This design comes from an exercise in tuning for small area, a short achievable clock period and few clock cycles on the open sky130 flow, not from production work.
The RTL was checked by simulation tests, not by an equivalence proof against the original design.
Power figures rest on the tool's default switching activity, not on a simulated workload.

Setup of run F:
## dshot_tdec
module dshot_tdec (
    input  wire        clk,
    input  wire        rst,             
    input  wire        cfg_scheme,      
    input  wire [6:0]  cfg_tol,         
    input  wire        cfg_csum_inv,    
    input  wire [15:0] cfg_nom_period,  
    input  wire        in_valid,
    output wire        in_ready,
    input  wire        in_end,
    input  wire        in_level,        
    input  wire [15:0] in_high,         
    input  wire [15:0] in_len,          
    output reg         out_valid,
    output reg  [2:0]  out_status,
    output reg  [15:0] out_raw
);
Size: roughly 5400 cells after synthesis, roughly 1000 flip-flops, roughly 83 I/O pins, about 59000 um^2 of cells after synthesis.
clock: 20.0 ns
lec_check: 0
cap_margin: 20
core_margin: 2
core_utilization: 40
cts_cluster_diameter: 80
cts_cluster_size: 25
slew_margin: 20
run.sh (not shown) runs the stock make flow with config.mk's settings and CLKGATE_MAP_FILE= SYNTH_SCRIPT=/design/flow/synth_recipe.tcl, a recipe that flattens the netlist after the stock synthesis.
Run F completed end to end with timing, DRC and antenna clean.
Testbench counts of run F, summed over its fixed seeds: cycles 16,293.
### run F -> run B
--- a/flow/design.v
+++ b/flow/design.v
@@ -79,16 +79,14 @@
     reg        r2_v, r2_last, r2_fail;
     reg [1:0]  r2_estat;
     reg [4:0]  cum;
     reg [19:0] gr;
     reg        runerr;
     assign in_ready = in_ready_r;
     wire [17:0] tn3 = {1'b0, cpn, 1'b0} + {2'b0, cpn};
-    wire [18:0] tn5 = {1'b0, cpn, 2'b0} + {3'b0, cpn};
-    wire [18:0] tn7 = {cpn, 3'b0} - {3'b0, cpn};
     wire [17:0] b_t3 = {1'b0, b_p, 1'b0} + {2'b0, b_p};
     wire        dv_idle = (dv_st == DV_IDLE);
     wire        dv_done = (dv_st == DV_DONE);
     wire        dv_done2 = (dv_st == DV_DONE2);    
     wire [22:0] dv_r4  = {dv_rem, dv_q[15], dv_q[14]};
     wire [22:0] dv_d3  = {2'b0, dv_d} + {1'b0, dv_d, 1'b0};
     wire [23:0] dv_s1  = {1'b0, dv_r4} - {3'b0, dv_d};
@@ -103,18 +101,19 @@
     wire [22:0] dv_t   = {1'b0, dv_rem, 1'b0} - {2'b0, dv_d};
     reg         dv_up, dv_tie;
     always @(posedge clk) begin
         dv_up  <= ~dv_t[22];
         dv_tie <= (dv_t == 23'd0);
     end
     wire [16:0] dl    = {l1, 1'b0};
-    wire        n_ge1 = (dl >= {1'b0, cpn});
-    wire        n_ge3 = ({1'b0, dl} >= tn3);
-    wire        n_ge5 = ({2'b0, dl} >= tn5);
-    wire        n_ge7 = ({2'b0, dl} >= tn7);
+    wire [17:0] ny1   = {1'b0, dl} - {2'b0, cpn};
+    wire        n_ge1 = !ny1[17];
+    wire        n_ge3 = n_ge1 && (ny1[16:0] >= {cpn, 1'b0});
+    wire        n_ge5 = n_ge1 && ({1'b0, ny1[16:0]} >= {cpn, 2'b0});
+    wire        n_ge7 = n_ge1 && ({2'b0, ny1[16:0]} >= {tn3, 1'b0});
     wire [1:0]  n0f   = n_ge5 ? 2'd3 : n_ge3 ? 2'd2 : n_ge1 ? 2'd1 : 2'd0;
     wire [1:0]  estat_in = cs ? ((cnt == 6'd0) ? E_INS : (errf | n0zero) ? E_BSF : E_NONE)
                               : ((cnt < 6'd16) ? E_INS : errf ? E_BSF : E_NONE);
     wire in_div_act  = !dv_idle && (dv_own == OWN_IN);
     wire need_div_in = cs && (cnt != 6'd0) && pend_big;
     wire samp_ok     = !in_div_act && (!need_div_in || dv_idle);
     wire end_ok      = (a_st == A_IDLE) && !in_div_act && ((estat_in != E_NONE) || dv_idle);
@@ -134,25 +133,23 @@
     wire        b_issue  = b_act && !r1_stall;
     wire        b_lastis = b_tok || (b_left == 6'd1);
     wire        b_take   = (a_st == A_READY) && (!b_act || (b_issue && b_lastis));
     wire b_div = slow_need && dv_idle && !v1_div_a && !v1_div_in;
     wire dv_start = v1_div_a || v1_div_in || b_div;
     wire [15:0] bd  = bq;    
     wire [16:0] bdd = {bd, 1'b0};
-    wire [19:0] by1 = {3'b0, bdd} - {4'b0, b_p};
-    wire [19:0] by3 = {3'b0, bdd} - {3'b0, b_p, 1'b0} - {4'b0, b_p};
-    wire [19:0] by5 = {3'b0, bdd} - {2'b0, b_p, 2'b0} - {4'b0, b_p};
-    wire [19:0] by7 = {3'b0, bdd} - {1'b0, b_p, 3'b0} + {4'b0, b_p};
-    wire        ge1 = !by1[19];
-    wire        ge3 = !by3[19];
-    wire        ge5 = !by5[19];
-    wire        ge7 = !by7[19];
-    wire        eq1 = (by1 == 20'd0);
-    wire        eq3 = (by3 == 20'd0);
-    wire        eq5 = (by5 == 20'd0);
+    wire [17:0] by1 = {1'b0, bdd} - {2'b0, b_p};
+    wire [16:0] byp = by1[16:0];
+    wire        ge1 = !by1[17];
+    wire        ge3 = ge1 && (byp >= {b_p, 1'b0});
+    wire        ge5 = ge1 && ({1'b0, byp} >= {b_p, 2'b0});
+    wire        ge7 = ge1 && ({2'b0, byp} >= {b_t3, 1'b0});
+    wire        eq1 = (by1 == 18'd0);
+    wire        eq3 = ge1 && (byp == {b_p, 1'b0});
+    wire        eq5 = ge1 && ({1'b0, byp} == {b_p, 2'b0});
     wire [2:0]  c_f = ge7 ? 3'd4 : ge5 ? 3'd3 : ge3 ? 3'd2 : ge1 ? 3'd1 : 3'd0;
     wire [17:0] cp_f = ge7 ? {2'b0, b_p} : ge5 ? b_t3 : ge3 ? {1'b0, b_p, 1'b0} :
                        ge1 ? {2'b0, b_p} : 18'd0;
     wire        is_last = (b_left == 6'd1);
     reg [1:0] a_st_n;
     always @(*) begin
         a_st_n = a_st;
### Flow results
When the final numbers for run B and run F were put side by side, the area after synthesis turned out to be smaller in run B.
Worst-skew pair later-pin latency for run B: 0.02 ns down relative to run F
[run B] worst hold slack rose 0.078 ns relative to run F
Area inside the core boundary sits lower in run B than in run F.
Between run B and run F, the via count is lower for run B.
Relative to run F, met3 routing resource usage after global routing has decreased by 0.72 points in run B.
Going from run F to run B, the clock network power share was found to have gone down by 2.1 points.
Taking run F as the reference, in run B final global-route overflow total about even; synthesized cell count moved down; aggregate routed wire length went down by 6.3%; overall power after layout lower.
Re share of the core filled with cells in the final layout: run B is 0.44 points down on run F.
| worst relative slew slack | run B vs run F | worse |
Testbench counts of run B, summed over its fixed seeds: cycles 16,293.

## port drivers added, routing unchanged
Ports are ideal in the flow. The routed layouts listed here were re-timed in OpenROAD. Step 1, drivers: a clkbuf_16 drives clk and a buf_2 each remaining input, both assumed. Step 2 moves the port delays by t, midway between the first and last clock arrival at a register: inputs arrive t later, outputs are due t later. That takes back most of the time a late clock gives input paths. Three values: ideal, step 1, step 2; two values: the first two.
| run | shift t [ns] | slack for setup (ns) | cell pins on the clock port's net |
|---|---|---|---|
| run F | 0.784 | 14.250 / 14.223 / 13.774 | 1 |
| run B | 0.766 | 14.133 / 14.113 / 14.133 | 1 |
After both steps every run listed still meets setup and hold. For run F, which loses most, drivers alone change the setup slack by -0.027 ns; drivers and shift together by -0.476 ns.
